Source: an optimization exercise on an open RTL-to-GDS flow (aim: small area, a short achievable clock period and few clock cycles per item). Production flows keep margins and buffers that such runs may drop.
At most, simulation tests tie the RTL to the original design; equivalence was not proved.
Function not checked in runs 3 and 4: the RTL went through the layout flow alone.
Power figures rest on the tool's default switching activity, not on a simulated workload.

==> config.mk <==
export PLATFORM = sky130hd
export DESIGN_NAME = sio_core
export DESIGN_NICKNAME = sio_core
export VERILOG_FILES = /design/flow/design.v
export SDC_FILE = /design/flow/constraint.sdc
export NUM_CORES = 4
export LEC_CHECK = 0
export ABC_CLOCK_PERIOD_IN_PS = 6000
export CAP_MARGIN = 20
export CORE_MARGIN = 2
export CORE_UTILIZATION = 40
export SETUP_SLACK_MARGIN = 3
export SLEW_MARGIN = 20
==> design.v <==
module sio_core (
    input  wire        clk,
    input  wire        rst,
    input  wire        req_valid,
    output wire        req_ready,
    input  wire        req_evt,
    input  wire [63:0] req_data,
    input  wire        din_valid,
    output wire        din_ready,
    input  wire [7:0]  din,
    output reg         dout_valid,
    output reg  [7:0]  dout,
    output wire        rsp_valid,
    output wire [31:0] rsp,
    output reg         adp_valid,
    output reg  [15:0] adp,
    output wire        mat_req,
    output wire [7:0]  mat_len,
    input  wire [7:0]  mat_addr,
    output wire [7:0]  mat_data,
    input  wire        mat_ack,
    input  wire [31:0] mat_res
);
    localparam K    = 5;
    localparam CAP  = 1 << K;
    localparam [K-1:0] USABLE = CAP - 1;
    localparam [7:0] OP_OCCUPIED = 8'h01, OP_CAPUSE  = 8'h02, OP_ISFULL = 8'h03,
                     OP_PUSH     = 8'h04, OP_PEEK    = 8'h05, OP_POP    = 8'h06,
                     OP_WRITE    = 8'h10, OP_READ    = 8'h11,
                     OP_ENTX     = 8'h12, OP_DISTX   = 8'h13,
                     OP_ENRX     = 8'h14, OP_DISRX   = 8'h15,
                     OP_STATUS   = 8'h16, OP_FIND    = 8'h20;
    localparam [1:0] ST_IDLE = 2'd0, ST_TX = 2'd1, ST_RX = 2'd2, ST_ERR = 2'd3;
    localparam [4:0] CV_OVERFLOW = 5'd3, CV_UNDERFLOW = 5'd4, CV_STATE = 5'd5,
                     CV_MATCHER  = 5'd6, CV_ILLEGAL   = 5'd7;
    localparam [15:0] ADP_TX_ABORT = 16'h0002, ADP_RX_ONE = 16'h0003,
                      ADP_RX_ABORT = 16'h0004;
    localparam [1:0] P_ISSUE = 2'd0,    
                     P_KICK  = 2'd2,    
                     P_ADP2  = 2'd3;    
    localparam FD = 16;
    localparam FW = 4;
    localparam P = K + 1;               
    reg [7:0]   rxq_mem [0:CAP-1];
    reg [7:0]   txq_mem [0:CAP-1];
    reg [P-1:0] rx_start, rx_end, tx_start, tx_end;
    reg [P-1:0] rx_wp, tx_wp;       
    reg [1:0]   status;
    reg         rx_enabled, tx_enabled;
    reg         fault;
    reg [4:0]   fault_cause;
    reg         d_valid;
    reg [1:0]   d_ph;
    reg         d_evt;
    reg         d_occ, d_cap, d_isfull, d_push, d_peek, d_pop, d_write, d_read;
    reg         d_entx, d_distx, d_enrx, d_disrx, d_status, d_find, d_ill;
    reg         d_evrx, d_evtx, d_evill;
    reg         d_q;
    reg [23:0]  d_n;
    reg         d_nbig;        
    reg         d_nzero;       
    reg [4:0]   d_off;
    reg         d_obig;        
    reg [7:0]   d_byte;        
    reg [4:0]   d_rv;          
    reg         mat_cool;      
    reg          ia_v, ib_v;
    reg          ia_q, ib_q;
    reg [23:0]   ia_rem, ib_rem;       
    reg [4:0]    ia_st, ib_st;         
    reg [FW-1:0] ia_slot, ib_slot;     
    reg          oa_v, ob_v;
    reg          oa_q, ob_q;
    reg [P-1:0]  oa_ptr, ob_ptr;       
    reg [4:0]    oa_cnt, ob_cnt;       
    reg          oa_pop, ob_pop;
    reg [P-1:0]  oa_rp, ob_rp;         
    reg [FW-1:0] oa_slot, ob_slot;
    reg [5:0]    f_mem [0:FD-1];
    reg [FD-1:0] f_held;
    reg [FW-1:0] f_head, f_tail;
    reg [FW:0]   f_cnt;
    wire [7:0]  i_opc  = req_data[7:0];
    wire        i_q    = req_data[8];
    wire        i_r0   = (req_data[15:9] == 7'd0);
    wire        i_n0   = (req_data[39:16] == 24'd0);
    wire        i_o0   = (req_data[63:40] == 24'd0);
    wire        i_fq   = i_r0 && i_n0 && i_o0;
    wire        i_fqn  = i_r0 && i_o0;
    wire        i_fz   = !i_q && i_fq;
    wire        i_fn   = !i_q && i_fqn;
    wire [7:0]  i_code = req_data[7:0];
    wire [7:0]  i_byte = req_data[15:8];
    wire c_occ    = (i_opc == OP_OCCUPIED) && i_fq;
    wire c_cap    = (i_opc == OP_CAPUSE)   && i_fq;
    wire c_isfull = (i_opc == OP_ISFULL)   && i_fq;
    wire c_push   = (i_opc == OP_PUSH)     && i_fqn;
    wire c_peek   = (i_opc == OP_PEEK)     && i_r0;
    wire c_pop    = (i_opc == OP_POP)      && i_fqn;
    wire c_write  = (i_opc == OP_WRITE)    && i_fn;
    wire c_read   = (i_opc == OP_READ)     && i_fn;
    wire c_entx   = (i_opc == OP_ENTX)     && i_fz;
    wire c_distx  = (i_opc == OP_DISTX)    && i_fz;
    wire c_enrx   = (i_opc == OP_ENRX)     && i_fz;
    wire c_disrx  = (i_opc == OP_DISRX)    && i_fz;
    wire c_status = (i_opc == OP_STATUS)   && i_fz;
    wire c_find   = (i_opc == OP_FIND)     && i_fqn;
    wire c_legal  = c_occ | c_cap | c_isfull | c_push | c_peek | c_pop | c_write |
                    c_read | c_entx | c_distx | c_enrx | c_disrx | c_status | c_find;
    wire e_rx     = (i_code == 8'h01);
    wire e_tx     = (i_code == 8'h02) && (i_byte == 8'h00);
    wire [K-1:0] rx_occ  = rx_end[K-1:0] - rx_start[K-1:0];
    wire [K-1:0] tx_occ  = tx_end[K-1:0] - tx_start[K-1:0];
    wire         rx_full = (rx_occ == USABLE);
    wire [K-1:0] tx_free = ~tx_occ;                  
    wire         tx_some = (tx_end != tx_start);     
    wire [P-1:0] tx_hd   = tx_wp - tx_start;
    wire         tx_head_ok = (tx_hd != {P{1'b0}}) && (!tx_hd[K] || tx_hd[K-1:0] == {K{1'b0}});
    wire         rx_pend = (rx_wp != rx_end);        
    wire [P-1:0] rx_rp = (oa_v && !oa_q) ? oa_rp : (ob_v && !ob_q) ? ob_rp : rx_start;
    wire [P-1:0] tx_rp = (oa_v &&  oa_q) ? oa_rp : (ob_v &&  ob_q) ? ob_rp : tx_start;
    wire [P-1:0] rx_use = rx_wp - rx_rp;
    wire [P-1:0] tx_use = tx_wp - tx_rp;
    wire         rx_room = (rx_use != CAP);          
    wire         tx_room = (tx_use != CAP);
    wire         qs      = d_write | d_entx | d_evtx | ((d_q & ~d_read) & ~d_evrx);
    wire [P-1:0] q_start = qs ? tx_start : rx_start;
    wire [P-1:0] q_end   = qs ? tx_end   : rx_end;
    wire [P-1:0] q_wp    = qs ? tx_wp    : rx_wp;
    wire [K-1:0] q_occ   = q_end[K-1:0] - q_start[K-1:0];
    wire         q_pend  = (q_wp != q_end);
    wire [K:0]   push_sum = {1'b0, q_occ} + {1'b0, d_n[4:0]};
    wire         push_bad = d_nbig || push_sum[K];
    wire [K:0]   peek_sum = {1'b0, d_off} + {1'b0, d_n[4:0]};
    wire         peek_bad = d_nbig || d_obig || ({1'b0, q_occ} < peek_sum);
    wire         pop_bad  = d_nbig || (q_occ < d_n[4:0]);
    wire [K-1:0] write_m  = (d_nbig || d_n[4:0] > tx_free) ? tx_free : d_n[4:0];
    wire [K-1:0] read_m   = (d_nbig || d_n[4:0] > rx_occ)  ? rx_occ  : d_n[4:0];
    wire        r_neg    = mat_res[31];
    wire        r_zero   = (mat_res == 32'd0);
    wire [31:0] r_negv   = 32'd0 - mat_res;
    wire        r_dsmall = (r_negv[31:K] == 0) && (r_negv[K-1:0] < q_occ);
    wire [K-1:0] ff_d    = r_zero ? {4'd0, q_occ != 0} : (r_dsmall ? r_negv[K-1:0] : q_occ);
    wire        dc_small = (mat_res[30:24] != 7'd0) || (d_n < mat_res[23:0]);
    wire        r_big    = (mat_res[30:K] != 0) || (mat_res[K-1:0] > q_occ);
    wire [P-1:0] oa_wp   = oa_q ? tx_wp : rx_wp;
    wire [P-1:0] oa_dist = oa_wp - oa_ptr;
    wire         oa_avail = (oa_dist != {P{1'b0}}) && (!oa_dist[K] || oa_dist[K-1:0] == {K{1'b0}});
    wire [7:0]   pa_byte = oa_q ? txq_mem[oa_ptr[K-1:0]] : rxq_mem[oa_ptr[K-1:0]];
    wire         pc_q    = d_find ? qs : 1'b1;
    wire [K-1:0] pc_slot = d_find ? (q_start[K-1:0] + mat_addr[K-1:0]) : tx_start[K-1:0];
    wire [7:0]   pc_byte = pc_q ? txq_mem[pc_slot] : rxq_mem[pc_slot];
    wire fifo_full = (f_cnt == FD);
    wire kick_en = d_entx || (d_write && tx_enabled);
    wire k_some  = tx_some || (d_write && !d_nzero);    
    wire k_wait  = kick_en && k_some && ((status == ST_RX) || (status == ST_IDLE && !tx_head_ok));
    assign mat_req = d_valid && d_ph == P_ISSUE && d_find && !fault && !fifo_full &&
                     !q_pend && !mat_cool && !ob_v;
    reg go;                      
    reg fin;                     
    always @(*) begin
        go = 1'b0; fin = 1'b0;
        if (d_valid) begin
            case (d_ph)
            P_ISSUE: begin
                if (fifo_full)                   go = 1'b0;
                else if (fault)                  go = 1'b1;
                else if (d_evrx)                 go = (status != ST_RX) || (!rx_pend && rx_room);
                else if (d_evtx)                 go = (status != ST_TX) || !tx_some || tx_head_ok;
                else if (d_push || d_write)      go = d_nzero || !ib_v;
                else if (d_peek || d_pop || d_read) go = d_nzero || !ob_v;
                else if (d_find)                 go = mat_req && mat_ack;
                else                             go = 1'b1;
                fin = go && (fault || !(k_wait || (d_enrx && status == ST_TX)));
            end
            P_KICK:  begin go = tx_head_ok; fin = go; end
            default: begin go = 1'b1;       fin = 1'b1; end
            endcase
        end
    end
    reg         enq;             
    reg [4:0]   enq_v;
    reg         enq_f;
    reg         o_adp;   reg [15:0] o_adp_w;
    reg         il;              
    reg [K-1:0] il_st;
    reg         ol;              
    reg [P-1:0] ol_ptr;
    reg [K-1:0] ol_cnt;
    reg         ol_pop;
    reg         ev_we;
    reg [P-1:0] n_rx_end, n_tx_end;
    reg [1:0]   n_status;
    reg         n_rx_en, n_tx_en, n_fault;
    reg [4:0]   n_cause;
    reg [1:0]   n_ph;
    reg [4:0]   n_rv;
    reg [K-1:0] adv;             
    always @(*) begin
        enq = fin; enq_v = 5'd0; enq_f = 1'b0;
        o_adp = 1'b0; o_adp_w = 16'd0;
        il = 1'b0; il_st = {K{1'b0}};
        ol = 1'b0; ol_ptr = q_start; ol_cnt = {K{1'b0}}; ol_pop = 1'b1;
        ev_we = 1'b0; adv = {K{1'b0}};
        n_rx_end = rx_end; n_tx_end = tx_end;
        n_status = status; n_rx_en = rx_enabled; n_tx_en = tx_enabled;
        n_fault = fault; n_cause = fault_cause;
        n_ph = P_ISSUE; n_rv = d_rv;
        case (d_ph)
        P_ISSUE: begin
            if (fault) begin
                enq_f = !d_evt; enq_v = d_evt ? 5'd0 : fault_cause;
            end else if (d_evill) begin
                n_fault = 1'b1; n_cause = CV_ILLEGAL; n_status = ST_ERR;
            end else if (d_evrx) begin
                if (status != ST_RX) begin
                    n_fault = 1'b1; n_cause = CV_STATE; n_status = ST_ERR;
                end else if (rx_full) begin
                    n_rx_en = 1'b0;
                    o_adp = 1'b1; o_adp_w = ADP_RX_ABORT;
                    n_status = ST_IDLE;
                end else begin
                    ev_we = 1'b1;
                    n_rx_end = rx_end + 1'b1;
                    o_adp = 1'b1; o_adp_w = ADP_RX_ONE;
                end
            end else if (d_evtx) begin
                if (status != ST_TX) begin
                    n_fault = 1'b1; n_cause = CV_STATE; n_status = ST_ERR;
                end else if (!tx_some) begin
                    if (rx_enabled && !rx_full) begin
                        o_adp = 1'b1; o_adp_w = ADP_RX_ONE;
                        n_status = ST_RX;
                    end else begin
                        n_status = ST_IDLE;
                    end
                end else begin
                    adv = 5'd1;
                    o_adp = 1'b1; o_adp_w = {pc_byte, 8'h01};
                end
            end else if (d_ill) begin
                enq_f = 1'b1; enq_v = CV_ILLEGAL;
                n_fault = 1'b1; n_cause = CV_ILLEGAL;
            end else if (d_occ) begin
                enq_v = q_occ;
            end else if (d_cap) begin
                enq_v = USABLE;
            end else if (d_isfull) begin
                enq_v = {4'd0, q_occ == USABLE};
            end else if (d_push) begin
                if (push_bad) begin
                    enq_f = 1'b1; enq_v = CV_OVERFLOW;
                    n_fault = 1'b1; n_cause = CV_OVERFLOW;
                end else if (!d_nzero) begin
                    il = 1'b1; il_st = d_n[4:0];
                    if (qs) n_tx_end = tx_end + d_n[4:0];
                    else    n_rx_end = rx_end + d_n[4:0];
                end
            end else if (d_peek || d_pop) begin
                if (d_peek ? peek_bad : pop_bad) begin
                    enq_f = 1'b1; enq_v = CV_UNDERFLOW;
                    n_fault = 1'b1; n_cause = CV_UNDERFLOW;
                end else if (!d_nzero) begin
                    ol = 1'b1; ol_cnt = d_n[4:0]; ol_pop = d_pop;
                    ol_ptr = q_start + (d_pop ? 6'd0 : {1'b0, d_off});
                    if (d_pop) adv = d_n[4:0];
                end
            end else if (d_read) begin
                enq_v = read_m;
                if (read_m != {K{1'b0}}) begin
                    ol = 1'b1; ol_cnt = read_m;
                    adv = read_m;
                end
            end else if (d_write || d_entx) begin
                if (d_write) begin
                    n_tx_end = tx_end + write_m;
                    if (!d_nzero) begin
                        il = 1'b1; il_st = write_m;
                    end
                end else begin
                    n_tx_en = 1'b1;
                end
                n_rv = d_write ? write_m : 5'd0;
                enq_v = n_rv;
                if (kick_en) begin
                    if (status == ST_RX) begin
                        o_adp = 1'b1; o_adp_w = ADP_RX_ABORT;
                        n_status = ST_IDLE;
                        if (k_some) n_ph = P_KICK;
                    end else if (status == ST_IDLE && k_some) begin
                        if (tx_head_ok) begin
                            adv = 5'd1;
                            o_adp = 1'b1; o_adp_w = {pc_byte, 8'h01};
                            n_status = ST_TX;
                        end else begin
                            n_ph = P_KICK;
                        end
                    end
                end
            end else if (d_distx) begin
                n_tx_en = 1'b0;
                if (status == ST_TX) begin
                    o_adp = 1'b1; o_adp_w = ADP_TX_ABORT;
                    n_status = ST_IDLE;
                end
            end else if (d_enrx) begin
                n_rx_en = 1'b1;
                if (status == ST_TX) begin
                    o_adp = 1'b1; o_adp_w = ADP_TX_ABORT;
                    n_status = ST_RX;
                    n_ph = P_ADP2;
                end else if (status == ST_IDLE) begin
                    o_adp = 1'b1; o_adp_w = ADP_RX_ONE;
                    n_status = ST_RX;
                end
            end else if (d_disrx) begin
                n_rx_en = 1'b0;
                if (status == ST_RX) begin
                    o_adp = 1'b1; o_adp_w = ADP_RX_ABORT;
                    n_status = ST_IDLE;
                end
            end else if (d_status) begin
                enq_v = {3'd0, status};
            end else if (d_find) begin
                if (r_neg || r_zero) begin
                    adv = ff_d;
                end else if (dc_small) begin
                end else if (r_big) begin
                    enq_f = 1'b1; enq_v = CV_MATCHER;
                    n_fault = 1'b1; n_cause = CV_MATCHER;
                end else begin
                    enq_v = mat_res[4:0];
                    ol = 1'b1; ol_cnt = mat_res[4:0];
                    adv = mat_res[4:0];
                end
            end
        end
        P_KICK: begin
            enq_v = d_rv;
            adv = 5'd1;
            o_adp = 1'b1; o_adp_w = {pc_byte, 8'h01};
            n_status = ST_TX;
        end
        default: begin  
            o_adp = 1'b1; o_adp_w = ADP_RX_ONE;
        end
        endcase
    end
    reg [P-1:0] n_rx_start, n_tx_start;
    always @(*) begin
        n_rx_start = rx_start;
        n_tx_start = tx_start;
        if (qs) n_tx_start = tx_start + adv;
        else    n_rx_start = rx_start + adv;
    end
    wire ia_wq    = ia_q ? tx_room : rx_room;
    assign din_ready = ia_v && (ia_st == {K{1'b0}} || ia_wq);
    wire din_fire = din_valid && din_ready;
    wire ds_wr    = din_fire && (ia_st != {K{1'b0}});
    wire ia_done  = din_fire && (ia_rem == 24'd1);
    wire ia_busy  = ia_v && !ia_done;
    wire il_go    = go && il;
    wire il_held  = (ia_v && ia_slot == f_tail && !ia_done) || (ib_v && ib_slot == f_tail);
    wire oa_step  = oa_v && oa_avail;
    wire oa_done  = oa_step && (oa_cnt == 5'd1);
    wire oa_busy  = oa_v && !oa_done;
    wire ol_go    = go && ol;
    wire req_fire = req_valid && req_ready;
    wire deq      = rsp_valid;
    assign req_ready = !d_valid || fin;
    assign mat_len   = {3'd0, q_occ};
    assign mat_data  = pc_byte;
    assign rsp_valid = (f_cnt != 0) && !f_held[f_head];
    assign rsp       = {f_mem[f_head][5], 26'd0, f_mem[f_head][4:0]};
    wire         ev_wr = go && ev_we;
    wire         rx_we = ev_wr || (ds_wr && !ia_q);
    wire [K-1:0] rx_wa = ev_wr ? rx_end[K-1:0] : rx_wp[K-1:0];
    wire [7:0]   rx_wd = ev_wr ? d_byte : din;
    wire         tx_we = ds_wr && ia_q;
    always @(posedge clk) begin
        if (rx_we) rxq_mem[rx_wa] <= rx_wd;
        if (tx_we) txq_mem[tx_wp[K-1:0]] <= din;
        if (enq)   f_mem[f_tail] <= {enq_f, enq_v};
    end
    always @(posedge clk) begin
        dout <= pa_byte;
        if (go && o_adp) adp <= o_adp_w;
        if (req_fire) begin
            d_evt    <= req_evt;
            d_occ    <= !req_evt && c_occ;
            d_cap    <= !req_evt && c_cap;
            d_isfull <= !req_evt && c_isfull;
            d_push   <= !req_evt && c_push;
            d_peek   <= !req_evt && c_peek;
            d_pop    <= !req_evt && c_pop;
            d_write  <= !req_evt && c_write;
            d_read   <= !req_evt && c_read;
            d_entx   <= !req_evt && c_entx;
            d_distx  <= !req_evt && c_distx;
            d_enrx   <= !req_evt && c_enrx;
            d_disrx  <= !req_evt && c_disrx;
            d_status <= !req_evt && c_status;
            d_find   <= !req_evt && c_find;
            d_ill    <= !req_evt && !c_legal;
            d_evrx   <= req_evt && e_rx;
            d_evtx   <= req_evt && e_tx;
            d_evill  <= req_evt && !e_rx && !e_tx;
            d_q      <= i_q;
            d_n      <= req_data[39:16];
            d_nbig   <= (req_data[39:21] != 19'd0);
            d_nzero  <= i_n0;
            d_off    <= req_data[44:40];
            d_obig   <= (req_data[63:45] != 19'd0);
            d_byte   <= i_byte;
        end
        if (go) d_rv <= n_rv;
        if (ia_busy) begin
            if (din_fire) begin
                ia_rem <= ia_rem - 1'b1;
                if (ds_wr) ia_st <= ia_st - 1'b1;
            end
        end else if (ib_v) begin
            ia_q <= ib_q; ia_rem <= ib_rem; ia_st <= ib_st; ia_slot <= ib_slot;
        end else begin
            ia_q <= qs; ia_rem <= d_n; ia_st <= il_st; ia_slot <= f_tail;
        end
        if (il_go) begin
            ib_q <= qs; ib_rem <= d_n; ib_st <= il_st; ib_slot <= f_tail;
        end
        if (oa_busy) begin
            if (oa_avail) begin
                oa_ptr <= oa_ptr + 1'b1;
                oa_cnt <= oa_cnt - 1'b1;
                if (oa_pop) oa_rp <= oa_rp + 1'b1;
            end
        end else if (ob_v) begin
            oa_q <= ob_q; oa_ptr <= ob_ptr; oa_cnt <= ob_cnt; oa_pop <= ob_pop;
            oa_rp <= ob_rp; oa_slot <= ob_slot;
        end else begin
            oa_q <= qs; oa_ptr <= ol_ptr; oa_cnt <= ol_cnt; oa_pop <= ol_pop;
            oa_rp <= q_start; oa_slot <= f_tail;
        end
        if (ol_go) begin
            ob_q <= qs; ob_ptr <= ol_ptr; ob_cnt <= ol_cnt; ob_pop <= ol_pop;
            ob_rp <= q_start; ob_slot <= f_tail;
        end
        if (rst) begin
            d_valid     <= 1'b0;
            d_ph        <= P_ISSUE;
            mat_cool    <= 1'b0;
            ia_v        <= 1'b0;
            ib_v        <= 1'b0;
            oa_v        <= 1'b0;
            ob_v        <= 1'b0;
            rx_start    <= {P{1'b0}};
            rx_end      <= {P{1'b0}};
            rx_wp       <= {P{1'b0}};
            tx_start    <= {P{1'b0}};
            tx_end      <= {P{1'b0}};
            tx_wp       <= {P{1'b0}};
            status      <= ST_IDLE;
            rx_enabled  <= 1'b0;
            tx_enabled  <= 1'b0;
            fault       <= 1'b0;
            fault_cause <= 5'd0;
            dout_valid  <= 1'b0;
            adp_valid   <= 1'b0;
            f_head      <= {FW{1'b0}};
            f_tail      <= {FW{1'b0}};
            f_cnt       <= {(FW+1){1'b0}};
        end else begin
            dout_valid <= oa_step;
            adp_valid  <= go && o_adp;
            mat_cool   <= mat_req && mat_ack;
            if (req_fire)      begin d_valid <= 1'b1; d_ph <= P_ISSUE; end
            else if (fin)      begin d_valid <= 1'b0; d_ph <= P_ISSUE; end
            else if (go)       d_ph <= n_ph;
            if (go) begin
                rx_start    <= n_rx_start;
                rx_end      <= n_rx_end;
                tx_start    <= n_tx_start;
                tx_end      <= n_tx_end;
                status      <= n_status;
                rx_enabled  <= n_rx_en;
                tx_enabled  <= n_tx_en;
                fault       <= n_fault;
                fault_cause <= n_cause;
            end
            if (ev_wr) rx_wp <= rx_wp + 1'b1;
            if (ds_wr) begin
                if (ia_q) tx_wp <= tx_wp + 1'b1;
                else      rx_wp <= rx_wp + 1'b1;
            end
            ia_v <= ia_busy || ib_v || il_go;
            ib_v <= il_go ? (ia_busy || ib_v) : (ia_busy && ib_v);
            oa_v <= oa_busy || ob_v || ol_go;
            ob_v <= ol_go ? (oa_busy || ob_v) : (oa_busy && ob_v);
            if (enq) f_tail <= f_tail + 1'b1;
            if (deq) f_head <= f_head + 1'b1;
            f_cnt <= f_cnt + enq - deq;
            if (ia_done) f_held[ia_slot] <= 1'b0;
            if (oa_done) f_held[oa_slot] <= 1'b0;
            if (enq)     f_held[f_tail]  <= ol_go || il_go || il_held;
        end
    end
endmodule
==> constraint.sdc <==
create_clock -name core_clock -period 10.0 [get_ports {clk}]
set_input_delay 2.0000 -clock core_clock [delete_from_list [all_inputs] [get_ports {clk}]]
set_output_delay 2.0000 -clock core_clock [all_outputs]
set_load 0.01 [all_outputs]
==> run.sh <==
#!/bin/bash
# synth_recipe.tcl (not shown) runs the flow's synth.tcl, then flattens the netlist and writes it again
# the make line also repeats each setting of config.mk as NAME=value (left out here)
make -C /OpenROAD-flow-scripts/flow DESIGN_CONFIG=/design/flow/config.mk WORK_HOME=/design/flow/orfs CLKGATE_MAP_FILE= SYNTH_SCRIPT=/design/flow/synth_recipe.tcl finish
==> impl_table.tex, run 1 <==
\begin{tabular}{lr}
\hline
Metric & Value \\
\hline
\multicolumn{2}{l}{\textbf{Status}} \\
Outcome & timing/DRC/antenna clean \\
\multicolumn{2}{l}{\textbf{Layout}} \\
Layout cells sized above 1 & 21.93\% \\
Design Area, Final & 0.05625 mm² \\
Diode insertion count for antenna repair & 0 \\
Area used by sequential logic in the layout & 0.02611 mm² \\
Final core utilization & 47.07\% \\
Fill cell instance count of the final layout & 10,460 \\
Multi-input combinational cell area & 0.02155 mm² \\
Syn-to-layout area delta & 17.12\% \\
Final-stage net count & 3,975 \\
\multicolumn{2}{l}{\textbf{GRT}} \\
Global-route usage over all layers & 22.83\% \\
Residual overflow from global routing & 0 \\
Grt met1 use & 32.89\% \\
Largest net degree at the start of global routing & 57 \\
Number of antenna violations at the first check in global routing & 8 \\
GR Util met3 & 4.363\% \\
Grt met2 use & 35.25\% \\
Vias in the first global route & 31,020 \\
Busiest grt layer & met2 \\
Global-route wire length before repair & 207,200 µm \\
\multicolumn{2}{l}{\textbf{STA}} \\
Highest clock rate & 143.8 MHz \\
Final hold violation count & 0 \\
Final clock period utilization by the worst path & 69.53\% \\
Headroom to the max-slew limit & 27.87\% \\
Transition time at the pin with the least slew margin & 1.078 ns \\
Final-layout setup total negative slack & 0 ns \\
Finish-stage setup viols & 0 \\
Final critical delay including setup and external delays & 6.953 ns \\
Final hold slack & 0.4637 ns \\
Worst clock skew & 0.03959 ns \\
Final number of max-transition violations & 0 \\
Unrepaired setup endpoints after global routing & false \\
\multicolumn{2}{l}{\textbf{Place}} \\
I/O Buffers & 158 \\
Post-DP HPWL & 97,740 µm \\
Standard cell area after detailed placement & 0.05143 mm² \\
Final estimated routing congestion in global placement & 0.9363 \\
\multicolumn{2}{l}{\textbf{Routing}} \\
Routed WL & 141,200 µm \\
\# DRC & 0 \\
Via-to-Cell Ratio & 5.981 \\
Iter 0 DRT Violations & 3,669 \\
Router iterations before antenna repair & 6 \\
Routed Antenna Nets & 0 \\
Vias after detailed routing & 32,280 \\
Wirelength per Cell & 26.16 µm \\
\multicolumn{2}{l}{\textbf{Synthesis}} \\
Primary flip-flop cell chosen by synthesis mapping & sky130\_fd\_sc\_hd\_\_edfxtp\_1 \\
Total number of yosys warnings & 1 \\
Seq/Total Area, Yosys & 54.33\% \\
Share of synthesized flip-flops with an asynchronous set or reset & 0\% \\
Post-Syn Instances & 3,491 \\
Number of different library cells in the post-synthesis netlist & 101 \\
Number of flops mapped to enable cells by yosys & 813 \\
Flip-flop and latch count after synthesis & 897 \\
Synthesized area per cell & 13.76 µm² \\
Post-Syn Area & 0.04803 mm² \\
\multicolumn{2}{l}{\textbf{Pwr}} \\
Tot Pwr & 9179 µW \\
PwrDens & 163.2 mW/mm² \\
Worst supply voltage drop on vdd & 134.6 µV \\
Total leakage power & 0.01889 µW \\
\multicolumn{2}{l}{\textbf{Die}} \\
IO Count & 196 \\
Total die area & 0.1229 mm² \\
Area inside the core boundary & 0.1195 mm² \\
Die extent in y & 350.5 µm \\
Initial Utilization & 40.19\% \\
Die width & 350.5 µm \\
Row count & 127 \\
\multicolumn{2}{l}{\textbf{Clock tree}} \\
Clk\_lat worst skew & 0.69 ns \\
Clk sink count & 897 \\
Clock input transition at the sequential cells of the worst setup and hold paths & 0.06 ns \\
Clock tree buffer depth & 3 \\
Hold buffer count at cts & 0 \\
Clock root cell & sky130\_fd\_sc\_hd\_\_clkbuf\_16 \\
CTS tree & built \\
Maximum level of the CTS H-tree & 3 \\
CTS Buf Count & 97 \\
\multicolumn{2}{l}{\textbf{Hold path}} \\
Type of the most critical hold path & register to register \\
\multicolumn{2}{l}{\textbf{Run}} \\
Reported max-cap violation count & 0 \\
\multicolumn{2}{l}{\textbf{Critical path}} \\
CP max FO & 8 \\
Critical Setup Path Class & input pin to output port \\
Critical Path Source Type & input pin \\
Critical Path End Type & output port \\
Worst path required time & 8.00 ns \\
Signal arrival time at the worst endpoint & 4.95 ns \\
\hline
\end{tabular}
-- report_power, final --
part	switching, µW	internal, µW
Combinational	742	577
Clock	1540	2060
Sequential	87.4	4170
-- per-layer routing --
layer | wire (µm) | up-vias
met5 | 40 | -
met4 | 3747 | 4
met3 | 13430 | 234
met2 | 64440 | 1649
met1 | 59520 | 16230
li1 | - | 14160
-- cell type report --
class	instances	area share (%)
clock buffer	128	4.704
clock inverter	54	0.9742
inverter	137	0.9253
multi-input combinational	2284	38.32
sequential	897	46.41
tap	1612	3.586
timing repair buffer	284	5.087
-- Yosys cell counts (22+ instances only) --
library cell | count | area [µm²]
sky130_fd_sc_hd__a211oi_1 | 22 | 165.2
sky130_fd_sc_hd__a21o_1 | 31 | 232.7
sky130_fd_sc_hd__a21oi_1 | 164 | 820.8
sky130_fd_sc_hd__a31oi_1 | 25 | 156.4
sky130_fd_sc_hd__buf_1 | 25 | 93.84
sky130_fd_sc_hd__buf_4 | 39 | 292.8
sky130_fd_sc_hd__clkbuf_1 | 135 | 506.7
sky130_fd_sc_hd__dfxtp_1 | 84 | 1682
sky130_fd_sc_hd__edfxtp_1 | 813 | 24410
sky130_fd_sc_hd__ha_1 | 147 | 1839
sky130_fd_sc_hd__inv_1 | 135 | 506.7
sky130_fd_sc_hd__mux2_2 | 53 | 596.8
sky130_fd_sc_hd__mux2i_1 | 103 | 1031
sky130_fd_sc_hd__mux4_2 | 331 | 7455
sky130_fd_sc_hd__nand2_1 | 187 | 701.9
sky130_fd_sc_hd__nand2b_1 | 28 | 175.2
sky130_fd_sc_hd__nand3_1 | 67 | 335.3
sky130_fd_sc_hd__nand4_1 | 36 | 225.2
sky130_fd_sc_hd__nor2_1 | 293 | 1100
sky130_fd_sc_hd__nor2b_1 | 31 | 193.9
sky130_fd_sc_hd__nor3_1 | 77 | 385.4
sky130_fd_sc_hd__nor4_1 | 31 | 193.9
sky130_fd_sc_hd__o21ai_0 | 105 | 525.5
sky130_fd_sc_hd__o22ai_1 | 28 | 175.2
sky130_fd_sc_hd__o31ai_1 | 22 | 165.2
sky130_fd_sc_hd__or3_1 | 28 | 175.2
sky130_fd_sc_hd__xnor2_1 | 87 | 762.0
sky130_fd_sc_hd__xor2_1 | 44 | 385.4
-- sequential cells by signal (all words and copies together), names as in the netlist, 8 cells and up, named ones only --
signal	cells
adp	11
d_byte	8
d_n	24
dout	8
f_held	16
f_mem	96
ia_rem	24
ib_rem	24
rxq_mem	256
txq_mem	256
-- logic make-up after synthesis --
group	after synthesis	share of synthesized area, %
adder cells (fa/ha/maj)	157	4.225
buffers and inverters	343	3.004
AND/OR/NAND/NOR	903	9.259
multiplexers	490	19.00
flip-flops	897	54.33
XOR/XNOR	131	2.389
AO/OA/AOI/OAI	569	7.787
other	1	0.007808
-- cell usage in the layout, fill, tap and decap left out, types with 80 or more instances in the layout --
master                            synthesis  layout
sky130_fd_sc_hd__nor2_1                 293     285
sky130_fd_sc_hd__xnor2_1                 87      86
sky130_fd_sc_hd__mux2i_1                103      82
sky130_fd_sc_hd__mux4_2                 331     331
sky130_fd_sc_hd__clkdlybuf4s50_1          0     145
sky130_fd_sc_hd__inv_1                  135     133
sky130_fd_sc_hd__dfxtp_1                 84      80
sky130_fd_sc_hd__edfxtp_1               813     813
sky130_fd_sc_hd__clkbuf_16                0      99
sky130_fd_sc_hd__ha_1                   147     144
sky130_fd_sc_hd__o21ai_0                105      97
sky130_fd_sc_hd__a21oi_1                164     157
sky130_fd_sc_hd__buf_4                   39      99
sky130_fd_sc_hd__nand2_1                187     179
-- through the flow --
| stage | cells | setup WS [ns] |
|---|---|---|
| floorplan | 3524 | 3.086 |
| global placement | 5148 | 1.721 |
| detailed placement | 5148 | 1.598 |
| CTS | 5366 | 2.929 |
| global route | 5396 | 2.961 |
| finish | 5396 | 3.047 |
-- worst paths after layout --
kind / cells past startpoint / to / startpoint / slack, ns
worst min register to register: 2 / fault_cause[1] / fault_cause[1] / 0.46
worst max-delay path: 13 / mat_data[1] / mat_addr[3] / 3.05
worst min-delay path: 2 / fault_cause[1] / fault_cause[1] / 0.46
worst max register to register: 29 / rx_start[4] / d_evrx / 3.43
-- worst max-delay path, cell delays in order --
cell and delay (ns):
sky130_fd_sc_hd__clkdlybuf4s15_1 0.30, sky130_fd_sc_hd__ha_4 0.29, sky130_fd_sc_hd__a31o_2 0.24, sky130_fd_sc_hd__or3_4 0.37, sky130_fd_sc_hd__a31oi_4 0.21, sky130_fd_sc_hd__buf_12 0.14
sky130_fd_sc_hd__buf_12 0.13, sky130_fd_sc_hd__buf_16 0.18, sky130_fd_sc_hd__buf_6 0.12, sky130_fd_sc_hd__mux2_4 0.35, sky130_fd_sc_hd__a221oi_4 0.35, sky130_fd_sc_hd__nand2_1 0.09
sky130_fd_sc_hd__buf_2 0.15
-- timing repair --
item                                    4_1_cts  5_1_grt
resized for setup                           141       72
cloned                                        7        0
endpoints found under the setup margin       67       21
buffers inserted                             29       30
pin swaps                                    20       24
Testbench counts, summed over its fixed seeds: cycles 5,908, txns 3,200.
==> run 2, diff against run 1 <==
--- a/config.mk
+++ b/config.mk
@@ -6,8 +6,6 @@
 export NUM_CORES = 4
 export LEC_CHECK = 0
-export ABC_CLOCK_PERIOD_IN_PS = 6000
 export CAP_MARGIN = 20
 export CORE_MARGIN = 2
 export CORE_UTILIZATION = 40
-export SETUP_SLACK_MARGIN = 3
 export SLEW_MARGIN = 20
==> run 2 against run 1 <==
Net effect: combinational power decreased by 9%; design area decreased by 2.9%; global-route usage decreased by 0.48 points; total power decreased by 1.3%; non-clock buffer count decreased by 66; fmax decreased by 22%; synthesized cell count unchanged; die area unchanged; wire length decreased by 2.0%; first-iteration DRC count decreased by 5.9%; utilization decreased by 1.4 points; largest cell class unchanged; critical endpoint is now mat_data[2]; sequential power about the same.
==> impl_table.tex, run 2 <==
\begin{tabular}{lr}
\hline
Metric & Value \\
\hline
\multicolumn{2}{l}{\textbf{Synthesis}} \\
Total number of yosys warnings & 1 (unchanged) \\
Number of flops mapped to enable cells by yosys & 813 (unchanged) \\
Synth area leaders & sky130\_fd\_sc\_hd\_\_edfxtp\_1 51\%, sky130\_fd\_sc\_hd\_\_mux4\_2 16\%, sky130\_fd\_sc\_hd\_\_ha\_1 3.8\%, sky130\_fd\_sc\_hd\_\_dfxtp\_1 3.5\%, sky130\_fd\_sc\_hd\_\_nor2\_1 2.3\% (unchanged) \\
Yosys top cell by area & sky130\_fd\_sc\_hd\_\_edfxtp\_1 (unchanged) \\
Most common cell in the netlist & sky130\_fd\_sc\_hd\_\_edfxtp\_1 (unchanged) \\
Flip-flop and latch count after synthesis & 897 (unchanged) \\
Seq/Total Area, Yosys & 54.33\% (unchanged) \\
Synth top area share & 50.83\% (unchanged) \\
Commonest cells post-synth & 813 x sky130\_fd\_sc\_hd\_\_edfxtp\_1, 331 x sky130\_fd\_sc\_hd\_\_mux4\_2, 293 x sky130\_fd\_sc\_hd\_\_nor2\_1, 187 x sky130\_fd\_sc\_hd\_\_nand2\_1, 164 x sky130\_fd\_sc\_hd\_\_a21oi\_1 (unchanged) \\
Post-Syn Instances & 3,491 (unchanged) \\
Primary flip-flop cell chosen by synthesis mapping & sky130\_fd\_sc\_hd\_\_edfxtp\_1 (unchanged) \\
Share of synthesized flip-flops with an asynchronous set or reset & 0\% (unchanged) \\
Number of different library cells in the post-synthesis netlist & 101 (unchanged) \\
Post-Syn Area & 0.04803 mm² (unchanged) \\
Synthesized area per cell & 13.76 µm² (unchanged) \\
\multicolumn{2}{l}{\textbf{Critical path}} \\
Critical Setup Path Class & register to output port (was input pin to output port) \\
Critical Path Slowest Stage Cell & sky130\_fd\_sc\_hd\_\_edfxtp\_1 (was sky130\_fd\_sc\_hd\_\_or3\_4) \\
Worst path required time & 8.00 ns (about the same) \\
Cell breakdown of the critical path & nor3b\_2 > nor2\_1 > inv\_1 > nor2\_1 > a21oi\_1 > inv\_1 > ha\_1 > a31o\_2 > or3\_1 > a31oi\_4 > buf\_12 > mux2i\_1 > o22ai\_1 > a221oi\_1 > nand2\_1 > clkdlybuf4s50\_1 (was clkdlybuf4s15\_1 > ha\_4 > a31o\_2 > or3\_4 > a31oi\_4 > buf\_12 > buf\_12 > buf\_16 > buf\_6 > mux2\_4 > a221oi\_4 > nand2\_1 > buf\_2) \\
Signal arrival time at the worst endpoint & 6.86 ns (was 4.95 ns) \\
CP max FO & 64 (was 8) \\
Critical Path End Type & output port (unchanged) \\
Critical Path Source Type & register (was input pin) \\
Max incr delay on CP & 0.72 ns (was 0.37 ns) \\
\multicolumn{2}{l}{\textbf{Layout}} \\
Commonest cells after routing, fill and taps aside & 813 x sky130\_fd\_sc\_hd\_\_edfxtp\_1, 331 x sky130\_fd\_sc\_hd\_\_mux4\_2, 292 x sky130\_fd\_sc\_hd\_\_nor2\_1, 186 x sky130\_fd\_sc\_hd\_\_nand2\_1, 163 x sky130\_fd\_sc\_hd\_\_a21oi\_1 (was 813 x sky130\_fd\_sc\_hd\_\_edfxtp\_1, 331 x sky130\_fd\_sc\_hd\_\_mux4\_2, 285 x sky130\_fd\_sc\_hd\_\_nor2\_1, 179 x sky130\_fd\_sc\_hd\_\_nand2\_1, 157 x sky130\_fd\_sc\_hd\_\_a21oi\_1) \\
Area used by sequential logic in the layout & 0.02611 mm² (unchanged) \\
Syn-to-layout area delta & 13.76\% (was 17.12\%) \\
Final non-filler cell total & 5,330 (was 5,396) \\
Layout cells sized above 1 & 17.83\% (was 21.93\%) \\
Final-stage net count & 3,909 (was 3,975) \\
Multi-input combinational cell area & 0.02071 mm² (was 0.02155 mm²) \\
Fill cell instance count of the final layout & 10,590 (was 10,460) \\
Diode insertion count for antenna repair & 0 (unchanged) \\
Most common cell after layout, fill and taps aside & sky130\_fd\_sc\_hd\_\_edfxtp\_1 (unchanged) \\
\multicolumn{2}{l}{\textbf{Clock tree}} \\
Maximum level of the CTS H-tree & 3 (unchanged) \\
Hold buffer count at cts & 0 (unchanged) \\
Clock input transition at the sequential cells of the worst setup and hold paths & 0.06 ns (about the same) \\
CTS Buf Count & 97 (unchanged) \\
Post-CTS Repair Setup Buffers & 0 (was 29) \\
Clock root cell & sky130\_fd\_sc\_hd\_\_clkbuf\_16 (unchanged) \\
Clk\_lat worst skew & 0.70 ns (was 0.69 ns) \\
Count of cells resized by post-cts repair & 0 (was 141) \\
Clock tree buffer depth & 3 (unchanged) \\
CTS tree & built (unchanged) \\
Clk sink count & 897 (unchanged) \\
\multicolumn{2}{l}{\textbf{Routing}} \\
Routed WL & 138,300 µm (was 141,200 µm) \\
Routed Antenna Nets & 0 (unchanged) \\
Vias after detailed routing & 31,710 (was 32,280) \\
Via-to-Cell Ratio & 5.950 (was 5.981) \\
\# DRC & 0 (unchanged) \\
Iter 0 DRT Violations & 3,451 (was 3,669) \\
Wirelength per Cell & 25.95 µm (was 26.16 µm) \\
Router iterations before antenna repair & 6 (unchanged) \\
\multicolumn{2}{l}{\textbf{Pwr}} \\
Total leakage power & 0.01830 µW (was 0.01889 µW) \\
Tot Pwr & 9056 µW (was 9179 µW) \\
PwrDens & 165.8 mW/mm² (was 163.2 mW/mm²) \\
Worst supply voltage drop on vdd & 133.9 µV (was 134.6 µV) \\
\multicolumn{2}{l}{\textbf{Place}} \\
Final estimated routing congestion in global placement & 0.9363 (unchanged) \\
Total instance count after detailed placement & 5,148 (unchanged) \\
I/O Buffers & 158 (unchanged) \\
Worst slack at placement & 1.598 ns (unchanged) \\
Post-DP HPWL & 97,740 µm (unchanged) \\
\multicolumn{2}{l}{\textbf{Die}} \\
Row count & 127 (unchanged) \\
Initial Utilization & 40.19\% (unchanged) \\
Die extent in y & 350.5 µm (unchanged) \\
Total die area & 0.1229 mm² (unchanged) \\
IO Count & 196 (unchanged) \\
Area inside the core boundary & 0.1195 mm² (unchanged) \\
Die width & 350.5 µm (unchanged) \\
\multicolumn{2}{l}{\textbf{STA}} \\
Final clock period utilization by the worst path & 88.61\% (was 69.53\%) \\
Transition time at the pin with the least slew margin & 1.073 ns (was 1.078 ns) \\
Final hold violation count & 0 (unchanged) \\
Unrepaired setup endpoints after global routing & false (unchanged) \\
Final critical delay including setup and external delays & 8.861 ns (was 6.953 ns) \\
Final number of max-transition violations & 0 (unchanged) \\
Headroom to the max-slew limit & 28.41\% (was 27.87\%) \\
Worst clock skew & 0.04120 ns (was 0.03959 ns) \\
Post-route worst setup slack & 1.139 ns (was 3.047 ns) \\
Final-layout setup total negative slack & 0 ns (unchanged) \\
Highest clock rate & 112.8 MHz (was 143.8 MHz) \\
Final hold slack & 0.4595 ns (was 0.4637 ns) \\
Finish-stage setup viols & 0 (unchanged) \\
\multicolumn{2}{l}{\textbf{GRT}} \\
Vias in the first global route & 30,610 (was 31,020) \\
Global-route usage over all layers & 22.36\% (was 22.83\%) \\
Global-route wire length before repair & 203,300 µm (was 207,200 µm) \\
Number of antenna violations at the first check in global routing & 10 (was 8) \\
Residual overflow from global routing & 0 (unchanged) \\
Largest net degree at the start of global routing & 65 (was 57) \\
\multicolumn{2}{l}{\textbf{Run}} \\
Reported max-cap violation count & 0 (unchanged) \\
\multicolumn{2}{l}{\textbf{Status}} \\
Outcome & timing/DRC/antenna clean (unchanged) \\
\multicolumn{2}{l}{\textbf{Hold path}} \\
Type of the most critical hold path & register to register (unchanged) \\
\hline
\end{tabular}
-- run 2: cell counts after synthesis --
Identical to the previous run, type by type.
-- run 2: per-stage QoR --
stage	util (%)	instance area [µm²]
after floorplan	-	48150
after global placement	43.04	51430
after detailed placement	43.04	51430
after CTS	45.71	54620
after global routing	45.72	54630
final	45.72	54630
-- run 2: critical path: cells and delay by family, from the launching register on --
kind            cells  cell delay [ns]
flops               1             0.72
compound gates      5             1.59
simple gates        5             1.35
mux                 1             0.34
fa+ha+maj           1             0.38
buf+inv             4             1.66
-- run 2: logic make-up after synthesis --
logic type,Yosys count,share of synthesized area [%]
xor gates and xnor gates,131,2.389
DFF,897,54.33
adders and majority gates,157,4.225
and+or+nand+nor,903,9.259
muxes,490,19.00
buffers and inverters,343,3.004
other,1,0.007808
AOI/OAI and AO/OA,569,7.787
-- run 2: final cells by class --
cell class	instances	area share (%)
Clock buffer	128	4.844
Clock inverter	54	1.003
Inverter	137	0.9412
Multi-Input combinational cell	2284	37.92
Sequential cell	897	47.78
Tap cell	1612	3.692
Timing Repair Buffer	218	3.824
-- run 2: per-layer routing --
layer | global-route usage, % | share of wire, % | vias to the layer above
met1 | 32.17 | 43 | 15980
li1 | - | - | 14010
met3 | 4.045 | 8.7 | 225
met5 | 0 | 0.049 | -
met2 | 34.71 | 46 | 1488
met4 | 6.411 | 2.7 | 8
-- run 2: path summary, 6_finish.rpt --
| kind | start | endpoint | slack, ns | cells past startpoint |
|---|---|---|---|---|
| worst min register to register | fault_cause[1] | fault_cause[1] | 0.46 | 2 |
| worst min-delay path | fault_cause[1] | fault_cause[1] | 0.46 | 2 |
| worst max register to register | d_write | rx_start[5] | 1.37 | 26 |
| worst max-delay path | d_read | mat_data[2] | 1.14 | 16 |
-- run 2: power breakdown --
group          internal, µW  switching (µW)  total [µW]  leakage, µW
sequential             4170            89.6        4260      0.00820
clock                  2060            1540        3590      0.00156
combinational           514             688        1200      0.00854
==> run 3, diff against run 2 <==
--- a/design.v
+++ b/design.v
@@ -67,5 +67,6 @@
     reg          ia_v, ib_v;
     reg          ia_q, ib_q;
-    reg [23:0]   ia_rem, ib_rem;       
+    reg [23:0]   ia_rem;               
+    reg [K-1:0]  ib_rem;               
     reg [4:0]    ia_st, ib_st;         
     reg [FW-1:0] ia_slot, ib_slot;     
@@ -78,5 +79,4 @@
     reg [FW-1:0] oa_slot, ob_slot;
     reg [5:0]    f_mem [0:FD-1];
-    reg [FD-1:0] f_held;
     reg [FW-1:0] f_head, f_tail;
     reg [FW:0]   f_cnt;
@@ -139,7 +139,7 @@
     wire        r_neg    = mat_res[31];
     wire        r_zero   = (mat_res == 32'd0);
-    wire [31:0] r_negv   = 32'd0 - mat_res;
-    wire        r_dsmall = (r_negv[31:K] == 0) && (r_negv[K-1:0] < q_occ);
-    wire [K-1:0] ff_d    = r_zero ? {4'd0, q_occ != 0} : (r_dsmall ? r_negv[K-1:0] : q_occ);
+    wire [K-1:0] r_negl  = {K{1'b0}} - mat_res[K-1:0];
+    wire        r_dsmall = (&mat_res[31:K]) && (mat_res[K-1:0] != {K{1'b0}}) && (r_negl < q_occ);
+    wire [K-1:0] ff_d    = r_zero ? {4'd0, q_occ != 0} : (r_dsmall ? r_negl : q_occ);
     wire        dc_small = (mat_res[30:24] != 7'd0) || (d_n < mat_res[23:0]);
     wire        r_big    = (mat_res[30:K] != 0) || (mat_res[K-1:0] > q_occ);
@@ -168,5 +168,5 @@
                 else if (d_evrx)                 go = (status != ST_RX) || (!rx_pend && rx_room);
                 else if (d_evtx)                 go = (status != ST_TX) || !tx_some || tx_head_ok;
-                else if (d_push || d_write)      go = d_nzero || !ib_v;
+                else if (d_push || d_write)      go = d_nzero || (d_nbig ? !ia_v : !ib_v);
                 else if (d_peek || d_pop || d_read) go = d_nzero || !ob_v;
                 else if (d_find)                 go = mat_req && mat_ack;
@@ -361,5 +361,4 @@
     wire ia_busy  = ia_v && !ia_done;
     wire il_go    = go && il;
-    wire il_held  = (ia_v && ia_slot == f_tail && !ia_done) || (ib_v && ib_slot == f_tail);
     wire oa_step  = oa_v && oa_avail;
     wire oa_done  = oa_step && (oa_cnt == 5'd1);
@@ -371,5 +370,6 @@
     assign mat_len   = {3'd0, q_occ};
     assign mat_data  = pc_byte;
-    assign rsp_valid = (f_cnt != 0) && !f_held[f_head];
+    assign rsp_valid = (f_cnt != 0) && !(ia_v && ia_slot == f_head) && !(ib_v && ib_slot == f_head) &&
+                       !(oa_v && oa_slot == f_head) && !(ob_v && ob_slot == f_head);
     assign rsp       = {f_mem[f_head][5], 26'd0, f_mem[f_head][4:0]};
     wire         ev_wr = go && ev_we;
@@ -421,10 +421,10 @@
             end
         end else if (ib_v) begin
-            ia_q <= ib_q; ia_rem <= ib_rem; ia_st <= ib_st; ia_slot <= ib_slot;
+            ia_q <= ib_q; ia_rem <= {19'd0, ib_rem}; ia_st <= ib_st; ia_slot <= ib_slot;
         end else begin
             ia_q <= qs; ia_rem <= d_n; ia_st <= il_st; ia_slot <= f_tail;
         end
         if (il_go) begin
-            ib_q <= qs; ib_rem <= d_n; ib_st <= il_st; ib_slot <= f_tail;
+            ib_q <= qs; ib_rem <= d_n[K-1:0]; ib_st <= il_st; ib_slot <= f_tail;
         end
         if (oa_busy) begin
@@ -499,7 +499,4 @@
             if (deq) f_head <= f_head + 1'b1;
             f_cnt <= f_cnt + enq - deq;
-            if (ia_done) f_held[ia_slot] <= 1'b0;
-            if (oa_done) f_held[oa_slot] <= 1'b0;
-            if (enq)     f_held[f_tail]  <= ol_go || il_go || il_held;
         end
     end
--- a/config.mk
+++ b/config.mk
@@ -6,6 +6,8 @@
 export NUM_CORES = 4
 export LEC_CHECK = 0
+export ABC_CLOCK_PERIOD_IN_PS = 4000
 export CAP_MARGIN = 20
 export CORE_MARGIN = 2
 export CORE_UTILIZATION = 40
+export SETUP_SLACK_MARGIN = 5
 export SLEW_MARGIN = 20
==> run 3 against run 2 <==
Net effect: critical path type is now input pin to output port; worst setup slack better by 2.2 ns; critical path depth down 3; non-clock buffer count up 174; synthesized area down 4.3%; flip-flop and latch count down 35; total power up 1.5%; clock power down 4%; first-iteration DRC count up 10%; sequential power down 4%; utilization up 3.1 points; sequential share of layout area down 2.8 points.
==> impl_table.tex, run 3 <==
\begin{tabular}{lr}
\hline
Metric & Value \\
\hline
\multicolumn{2}{l}{\textbf{Critical path}} \\
Critical Path Source Type & input pin (was register) \\
Setup slack on the worst flop-to-flop path & 3.96 ns (was 1.37 ns) \\
CP max FO & 16 (was 64) \\
Worst path required time & 8.00 ns (about the same) \\
Cell breakdown of the critical path & buf\_8 > ha\_4 > ha\_4 > a311o\_1 > a211oi\_2 > xnor2\_2 > mux2i\_4 > buf\_12 > buf\_16 > mux2i\_1 > o22a\_1 > nand4\_1 > buf\_2 (was nor3b\_2 > nor2\_1 > inv\_1 > nor2\_1 > a21oi\_1 > inv\_1 > ha\_1 > a31o\_2 > or3\_1 > a31oi\_4 > buf\_12 > mux2i\_1 > o22ai\_1 > a221oi\_1 > nand2\_1 > clkdlybuf4s50\_1) \\
Most common cell type on the critical path & sky130\_fd\_sc\_hd\_\_ha\_4 \\
Signal arrival time at the worst endpoint & 4.66 ns (was 6.86 ns) \\
Critical Path Slowest Stage Cell & sky130\_fd\_sc\_hd\_\_mux2i\_1 (was sky130\_fd\_sc\_hd\_\_edfxtp\_1) \\
Critical Path End Type & output port (unchanged) \\
Critical Setup Path Class & input pin to output port (was register to output port) \\
Max incr delay on CP & 0.37 ns (was 0.72 ns) \\
\multicolumn{2}{l}{\textbf{Synthesis}} \\
Share of synthesized flip-flops with an asynchronous set or reset & 0\% (unchanged) \\
Number of flops mapped to enable cells by yosys & 778 (was 813) \\
Commonest cells post-synth & 778 x sky130\_fd\_sc\_hd\_\_edfxtp\_1, 326 x sky130\_fd\_sc\_hd\_\_mux4\_2, 250 x sky130\_fd\_sc\_hd\_\_nor2\_1, 161 x sky130\_fd\_sc\_hd\_\_a21oi\_1, 158 x sky130\_fd\_sc\_hd\_\_nand2\_1 (was 813 x sky130\_fd\_sc\_hd\_\_edfxtp\_1, 331 x sky130\_fd\_sc\_hd\_\_mux4\_2, 293 x sky130\_fd\_sc\_hd\_\_nor2\_1, 187 x sky130\_fd\_sc\_hd\_\_nand2\_1, 164 x sky130\_fd\_sc\_hd\_\_a21oi\_1) \\
Total number of yosys warnings & 1 (unchanged) \\
Seq/Total Area, Yosys & 54.47\% (was 54.33\%) \\
Synth area leaders & sky130\_fd\_sc\_hd\_\_edfxtp\_1 51\%, sky130\_fd\_sc\_hd\_\_mux4\_2 16\%, sky130\_fd\_sc\_hd\_\_ha\_1 3.8\%, sky130\_fd\_sc\_hd\_\_dfxtp\_1 3.7\%, sky130\_fd\_sc\_hd\_\_mux2i\_1 2.2\% (was sky130\_fd\_sc\_hd\_\_edfxtp\_1 51\%, sky130\_fd\_sc\_hd\_\_mux4\_2 16\%, sky130\_fd\_sc\_hd\_\_ha\_1 3.8\%, sky130\_fd\_sc\_hd\_\_dfxtp\_1 3.5\%, sky130\_fd\_sc\_hd\_\_nor2\_1 2.3\%) \\
Flip-flop and latch count after synthesis & 862 (was 897) \\
Yosys top cell by area & sky130\_fd\_sc\_hd\_\_edfxtp\_1 (unchanged) \\
Post-Syn Area & 0.04598 mm² (was 0.04803 mm²) \\
Number of different library cells in the post-synthesis netlist & 105 (was 101) \\
Post-Syn Instances & 3,277 (was 3,491) \\
Synthesized area per cell & 14.03 µm² (was 13.76 µm²) \\
Synth top area share & 50.81\% (was 50.83\%) \\
Most common cell in the netlist & sky130\_fd\_sc\_hd\_\_edfxtp\_1 (unchanged) \\
Primary flip-flop cell chosen by synthesis mapping & sky130\_fd\_sc\_hd\_\_edfxtp\_1 (unchanged) \\
\multicolumn{2}{l}{\textbf{STA}} \\
Headroom to the max-slew limit & 24.73\% (was 28.41\%) \\
Final hold slack & 0.4819 ns (was 0.4595 ns) \\
Post-route worst setup slack & 3.337 ns (was 1.139 ns) \\
Final critical delay including setup and external delays & 6.663 ns (was 8.861 ns) \\
Transition time at the pin with the least slew margin & 1.125 ns (was 1.073 ns) \\
Worst clock skew & 0.06618 ns (was 0.04120 ns) \\
Final hold violation count & 0 (unchanged) \\
Highest clock rate & 150.1 MHz (was 112.8 MHz) \\
Final-layout setup total negative slack & 0 ns (unchanged) \\
Unrepaired setup endpoints after global routing & true (was false) \\
Final number of max-transition violations & 0 (unchanged) \\
Final clock period utilization by the worst path & 66.63\% (was 88.61\%) \\
Finish-stage setup viols & 0 (unchanged) \\
\multicolumn{2}{l}{\textbf{Place}} \\
Worst slack at placement & 2.105 ns (was 1.598 ns) \\
Final estimated routing congestion in global placement & 0.9325 (was 0.9363) \\
Post-DP HPWL & 93,870 µm (was 97,740 µm) \\
Total instance count after detailed placement & 4,833 (was 5,148) \\
I/O Buffers & 158 (unchanged) \\
\multicolumn{2}{l}{\textbf{Run}} \\
Reported max-cap violation count & 0 (unchanged) \\
\multicolumn{2}{l}{\textbf{Clock tree}} \\
Maximum level of the CTS H-tree & 3 (unchanged) \\
Clk sink count & 862 (was 897) \\
Clk\_lat worst skew & 0.71 ns (was 0.70 ns) \\
Hold buffer count at cts & 0 (unchanged) \\
Clock input transition at the sequential cells of the worst setup and hold paths & 0.06 ns (about the same) \\
Clock root cell & sky130\_fd\_sc\_hd\_\_clkbuf\_16 (unchanged) \\
Clock tree buffer depth & 3 (unchanged) \\
CTS tree & built (unchanged) \\
CTS Buf Count & 94 (was 97) \\
\multicolumn{2}{l}{\textbf{Routing}} \\
Wirelength per Cell & 27.21 µm (was 25.95 µm) \\
Routed Antenna Nets & 0 (unchanged) \\
Vias after detailed routing & 31,400 (was 31,710) \\
Iter 0 DRT Violations & 3,812 (was 3,451) \\
Router iterations before antenna repair & 5 (was 6) \\
\# DRC & 0 (unchanged) \\
Routed WL & 141,100 µm (was 138,300 µm) \\
Via-to-Cell Ratio & 6.054 (was 5.950) \\
\multicolumn{2}{l}{\textbf{GRT}} \\
Largest net degree at the start of global routing & 66 (was 65) \\
Busiest grt layer & met2 (unchanged) \\
Global-route wire length before repair & 204,500 µm (was 203,300 µm) \\
Number of antenna violations at the first check in global routing & 4 (was 10) \\
Residual overflow from global routing & 0 (unchanged) \\
Vias in the first global route & 30,330 (was 30,610) \\
GR Util met3 & 4.543\% (was 4.045\%) \\
Grt met1 use & 33.94\% (was 32.17\%) \\
Global-route usage over all layers & 23.61\% (was 22.36\%) \\
Grt met2 use & 35.90\% (was 34.71\%) \\
\multicolumn{2}{l}{\textbf{Status}} \\
Outcome & timing/DRC/antenna clean (unchanged) \\
\multicolumn{2}{l}{\textbf{Layout}} \\
Syn-to-layout area delta & 21.24\% (was 13.76\%) \\
Most common cell after layout, fill and taps aside & sky130\_fd\_sc\_hd\_\_edfxtp\_1 (unchanged) \\
Fill cell instance count of the final layout & 9,832 (was 10,590) \\
Area used by sequential logic in the layout & 0.02507 mm² (was 0.02611 mm²) \\
Layout cells sized above 1 & 28.29\% (was 17.83\%) \\
Commonest cells after routing, fill and taps aside & 778 x sky130\_fd\_sc\_hd\_\_edfxtp\_1, 326 x sky130\_fd\_sc\_hd\_\_mux4\_2, 223 x sky130\_fd\_sc\_hd\_\_nor2\_1, 165 x sky130\_fd\_sc\_hd\_\_buf\_4, 151 x sky130\_fd\_sc\_hd\_\_nand2\_1 (was 813 x sky130\_fd\_sc\_hd\_\_edfxtp\_1, 331 x sky130\_fd\_sc\_hd\_\_mux4\_2, 292 x sky130\_fd\_sc\_hd\_\_nor2\_1, 186 x sky130\_fd\_sc\_hd\_\_nand2\_1, 163 x sky130\_fd\_sc\_hd\_\_a21oi\_1) \\
Final core utilization & 48.82\% (was 45.72\%) \\
Final non-filler cell total & 5,187 (was 5,330) \\
Multi-input combinational cell area & 0.02122 mm² (was 0.02071 mm²) \\
Final-stage net count & 3,860 (was 3,909) \\
\multicolumn{2}{l}{\textbf{Hold path}} \\
Type of the most critical hold path & register to register (unchanged) \\
\multicolumn{2}{l}{\textbf{Pwr}} \\
PwrDens & 164.9 mW/mm² (was 165.8 mW/mm²) \\
Total leakage power & 0.01881 µW (was 0.01830 µW) \\
Worst supply voltage drop on vdd & 145.4 µV (was 133.9 µV) \\
\multicolumn{2}{l}{\textbf{Die}} \\
Initial Utilization & 40.27\% (was 40.19\%) \\
Row count & 124 (was 127) \\
IO Count & 196 (unchanged) \\
Die width & 343.1 µm (was 350.5 µm) \\
Area inside the core boundary & 0.1142 mm² (was 0.1195 mm²) \\
Total die area & 0.1177 mm² (was 0.1229 mm²) \\
Die extent in y & 343.1 µm (was 350.5 µm) \\
\hline
\end{tabular}
-- run 3: cell type report --
cell class	count	share of cell area (%)
Clock inverter	44	0.7900
Sequential cell	862	44.97
Timing Repair Buffer	392	7.157
Clock buffer	131	4.668
Tap cell	1512	3.394
Antenna cell	2	0.008978
Multi-Input combinational cell	2112	38.06
Inverter	132	0.9561
-- run 3: per-layer routing --
layer / share of wire (%) / wire length, µm / vias up
met1: 42 / 59520 / 15910
met4: 3.3 / 4724 / 0
met2: 45 / 63820 / 1635
met5: 0 / 0 / -
met3: 9.3 / 13060 / 262
li1: - / - / 13590
-- run 3: cells by family (layout without fill, tap and decap cells) --
| family | after synthesis | count (layout) | share of synthesized area, % |
|---|---|---|---|
| AOI/OAI and AO/OA | 538 | 538 | 8.041 |
| xor gates and xnor gates | 130 | 130 | 2.533 |
| adders and majority gates | 151 | 151 | 4.245 |
| buffers and inverters | 339 | 699 | 3.200 |
| DFF | 862 | 862 | 54.47 |
| muxes | 452 | 452 | 18.78 |
| other | 1 | 36 | 0.008155 |
| and+or+nand+nor | 804 | 807 | 8.724 |
-- run 3: through the flow --
stage	total power [µW]	instance area (µm²)
after CTS	9153	54950
after detailed placement	5561	49330
after global placement	5546	49320
final	9192	55750
after floorplan	5068	46340
after global routing	9496	55740
-- run 3: critical path, delay by kind of cell --
family	cells	cell delay (ns)
mux	2	0.54
compound gates	3	0.83
simple gates	1	0.17
buf+inv	4	0.65
fa+ha+maj	2	0.30
xor+xnor	1	0.11
-- run 3: repair_timing --
item	in CTS	in global routing
setup endpoints to repair	643	413
setup buffers	119	43
pin swaps	81	39
gates resized for setup	385	90
cloned	11	3
-- run 3: final timing paths --
| path | start | end | cells past startpoint |
|---|---|---|---|
| setup / recovery | mat_addr[0] | mat_data[2] | 13 |
| hold / removal | fault_cause[1] | fault_cause[1] | 2 |
| setup reg to reg | d_evtx | tx_start[4] | 33 |
| hold reg to reg | fault_cause[1] | fault_cause[1] | 2 |
-- run 3: power breakdown --
group,internal (µW),switching (µW),total (µW)
Clock,1940,1490,3430
Combinational,788,877,1660
Sequential,4000,94.8,4100
Total,6730,2460,9190
==> run 4, diff against run 3 <==
--- a/config.mk
+++ b/config.mk
@@ -6,8 +6,8 @@
 export NUM_CORES = 4
 export LEC_CHECK = 0
-export ABC_CLOCK_PERIOD_IN_PS = 4000
+export ABC_CLOCK_PERIOD_IN_PS = 6000
 export CAP_MARGIN = 20
 export CORE_MARGIN = 2
 export CORE_UTILIZATION = 40
-export SETUP_SLACK_MARGIN = 5
+export SETUP_SLACK_MARGIN = 4
 export SLEW_MARGIN = 20
==> run 4 against run 3 <==
Net effect: register-to-register slack worse by 0.11 ns; flip-flop and latch count did not move; utilization decreased by 1.2 points; critical endpoint is now mat_data[0]; critical path type unchanged; critical path depth fell by 4; sequential power is essentially flat; sequential share of layout area is 1.1 points higher; hold slack worse by 0.0048 ns; clock skew decreased by 0.026 ns; fmax fell by 1.6%; non-clock buffer count is 65 lower.
==> impl_table.tex, run 4 <==
\begin{tabular}{lr}
\hline
Metric & Value \\
\hline
\multicolumn{2}{l}{\textbf{GRT}} \\
Vias in the first global route & 29,800 (was 30,330) \\
Global-route usage over all layers & 23.31\% (was 23.61\%) \\
Largest net degree at the start of global routing & 61 (was 66) \\
\multicolumn{2}{l}{\textbf{Routing}} \\
\# DRC & 0 (unchanged) \\
Routed WL & 139,100 µm (was 141,100 µm) \\
Routed Antenna Nets & 0 (unchanged) \\
\multicolumn{2}{l}{\textbf{STA}} \\
Worst clock skew & 0.04041 ns (was 0.06618 ns) \\
Final critical delay including setup and external delays & 6.773 ns (was 6.663 ns) \\
Unrepaired setup endpoints after global routing & true (unchanged) \\
Final hold violation count & 0 (unchanged) \\
Post-route worst setup slack & 3.227 ns (was 3.337 ns) \\
\multicolumn{2}{l}{\textbf{Layout}} \\
Layout cells sized above 1 & 24.32\% (was 28.29\%) \\
Syn-to-layout area delta & 18.33\% (was 21.24\%) \\
Most common cell after layout, fill and taps aside & sky130\_fd\_sc\_hd\_\_edfxtp\_1 (unchanged) \\
\multicolumn{2}{l}{\textbf{Pwr}} \\
Internal power of the cells & 6649 µW (was 6727 µW) \\
Flop pwr share & 45.2\% (was 44.6\%) \\
Relative contribution of the clock network to total power & 37.6\% (was 37.3\%) \\
\multicolumn{2}{l}{\textbf{Clock tree}} \\
Clock root cell & sky130\_fd\_sc\_hd\_\_clkbuf\_16 (unchanged) \\
Clock input transition at the sequential cells of the worst setup and hold paths & 0.06 ns (about the same) \\
Clock tree buffer depth & 3 (unchanged) \\
CTS tree & built (unchanged) \\
Maximum level of the CTS H-tree & 3 (unchanged) \\
Clk\_lat worst skew & 0.70 ns (was 0.71 ns) \\
\multicolumn{2}{l}{\textbf{Place}} \\
Final estimated routing congestion in global placement & 0.9134 (was 0.9325) \\
Standard cell area after detailed placement & 0.04922 mm² (was 0.04933 mm²) \\
I/O Buffers & 158 (unchanged) \\
\multicolumn{2}{l}{\textbf{Die}} \\
IO Count & 196 (unchanged) \\
\multicolumn{2}{l}{\textbf{Hold path}} \\
Type of the most critical hold path & register to register (unchanged) \\
\multicolumn{2}{l}{\textbf{Synthesis}} \\
Seq/Total Area, Yosys & 54.47\% (unchanged) \\
Number of different library cells in the post-synthesis netlist & 105 (unchanged) \\
Complex-gate fraction of the synthesized area & 8.041\% (unchanged) \\
\multicolumn{2}{l}{\textbf{Critical path}} \\
Critical Path Slowest Stage Cell & sky130\_fd\_sc\_hd\_\_a31oi\_2 (was sky130\_fd\_sc\_hd\_\_mux2i\_1) \\
Cell breakdown of the critical path & clkdlybuf4s50\_1 > inv\_1 > xnor2\_1 > xor2\_1 > nor2\_1 > a31oi\_2 > o22a\_1 > nand4\_1 > buf\_2 (was buf\_8 > ha\_4 > ha\_4 > a311o\_1 > a211oi\_2 > xnor2\_2 > mux2i\_4 > buf\_12 > buf\_16 > mux2i\_1 > o22a\_1 > nand4\_1 > buf\_2) \\
\multicolumn{2}{l}{\textbf{Status}} \\
Outcome & timing/DRC/antenna clean (unchanged) \\
\hline
\end{tabular}
-- run 4: cell counts after synthesis --
No cell type changed its count.
-- run 4: worst paths after layout --
| kind | to | slack (ns) | cells past startpoint |
|---|---|---|---|
| setup / recovery | mat_data[0] | 3.23 | 9 |
| hold reg to reg | fault_cause[0] | 0.48 | 2 |
| hold / removal | fault_cause[0] | 0.48 | 2 |
| setup reg to reg | tx_start[5] | 3.85 | 31 |
-- run 4: per-stage QoR --
stage                     cells  hold WS [ns]
after floorplan            3310        0.4237
after global placement     4836        0.4594
after detailed placement   4836        0.4688
after CTS                  5068        0.4774
after global routing       5114        0.4956
final                      5114        0.4771
-- run 4: final cells by class --
| class | instances | area (µm²) | area share [%] |
|---|---|---|---|
| Clock inverter | 50 | 479.2 | 0.8808 |
| Timing Repair inverter | 1 | 3.754 | 0.006899 |
| Clock buffer | 120 | 2539 | 4.666 |
| Inverter | 132 | 520.5 | 0.9567 |
| Multi-Input combinational cell | 2110 | 20580 | 37.82 |
| Sequential cell | 862 | 25060 | 46.06 |
| Timing Repair Buffer | 327 | 3338 | 6.135 |
| Tap cell | 1512 | 1892 | 3.477 |
-- run 4: power by group through the flow --
stage,clock [µW],sequential (µW),combinational (µW)
final,3400,4090,1560
after global routing,3590,4100,1660
after CTS,3450,4090,1500
after detailed placement,0,4170,1390
after global placement,0,4170,1370
after floorplan,0,4120,943
-- run 4: timing repair --
action	CTS	global route
setup endpoints to repair	111	41
pin swaps	23	34
cloned	12	1
gates resized for setup	194	106
setup buffers	50	44
hold buffers	0	0
-- run 4: worst reg2reg max path, delay by kind of cell, from the launching register on --
kind	cells	cell delay (ns)
compound gates	11	1.55
xor+xnor	1	0.19
fa+ha+maj	5	1.37
buf+inv	10	1.37
flops	1	0.41
simple gates	4	1.10
-- run 4: cell families after synthesis --
logic type / count (synthesis)
flops: 862
simple gates: 804
compound gates: 538
fa+ha+maj: 151
xor+xnor: 130
buf+inv: 339
other cells: 1
mux: 452
-- run 4: routing by layer --
metal	share of wire [%]	track usage (%)	routed length, µm	vias up
met5	0.019	0	27	-
met4	3.4	7.924	4792	4
met3	9.5	4.560	13260	262
met2	45	35.57	62700	1584
met1	42	33.42	58300	15680
li1	-	-	-	13450

==> static timing again, ports no longer ideal <==
The results above use ideal ports. As a check the final layouts listed here were re-extracted and re-timed, cells and wires unchanged.
Step 1 (the two cells are an assumption about what drives the block):
set clk [get_ports {clk}]
set_driving_cell -lib_cell sky130_fd_sc_hd__clkbuf_16 $clk
set_driving_cell -lib_cell sky130_fd_sc_hd__buf_2 [delete_from_list [all_inputs] $clk]
Step 2 times the ports against the registers' clock, not the clock port: input delays grow and output delays shrink by t, the midpoint of the rising clock arrivals with the driver on.
a / b / c = ideal / step 1 / step 2; a / b = the first two.
run | t, ns | slack for setup (ns) | cell pins on the clock port's net
run 1 | 0.750 | 3.047 / 2.989 / 2.569 | 1
run 2 | 0.752 | 1.139 / 1.063 / 1.369 | 1
run 3 | 0.750 | 3.337 / 3.293 / 3.293 | 1
run 4 | 0.750 | 3.227 / 3.180 / 3.180 | 1
After both steps setup and hold are still met in every run listed. The setup slack of run 1, which loses most, moves by -0.058 ns with the drivers and by -0.478 ns with both steps.
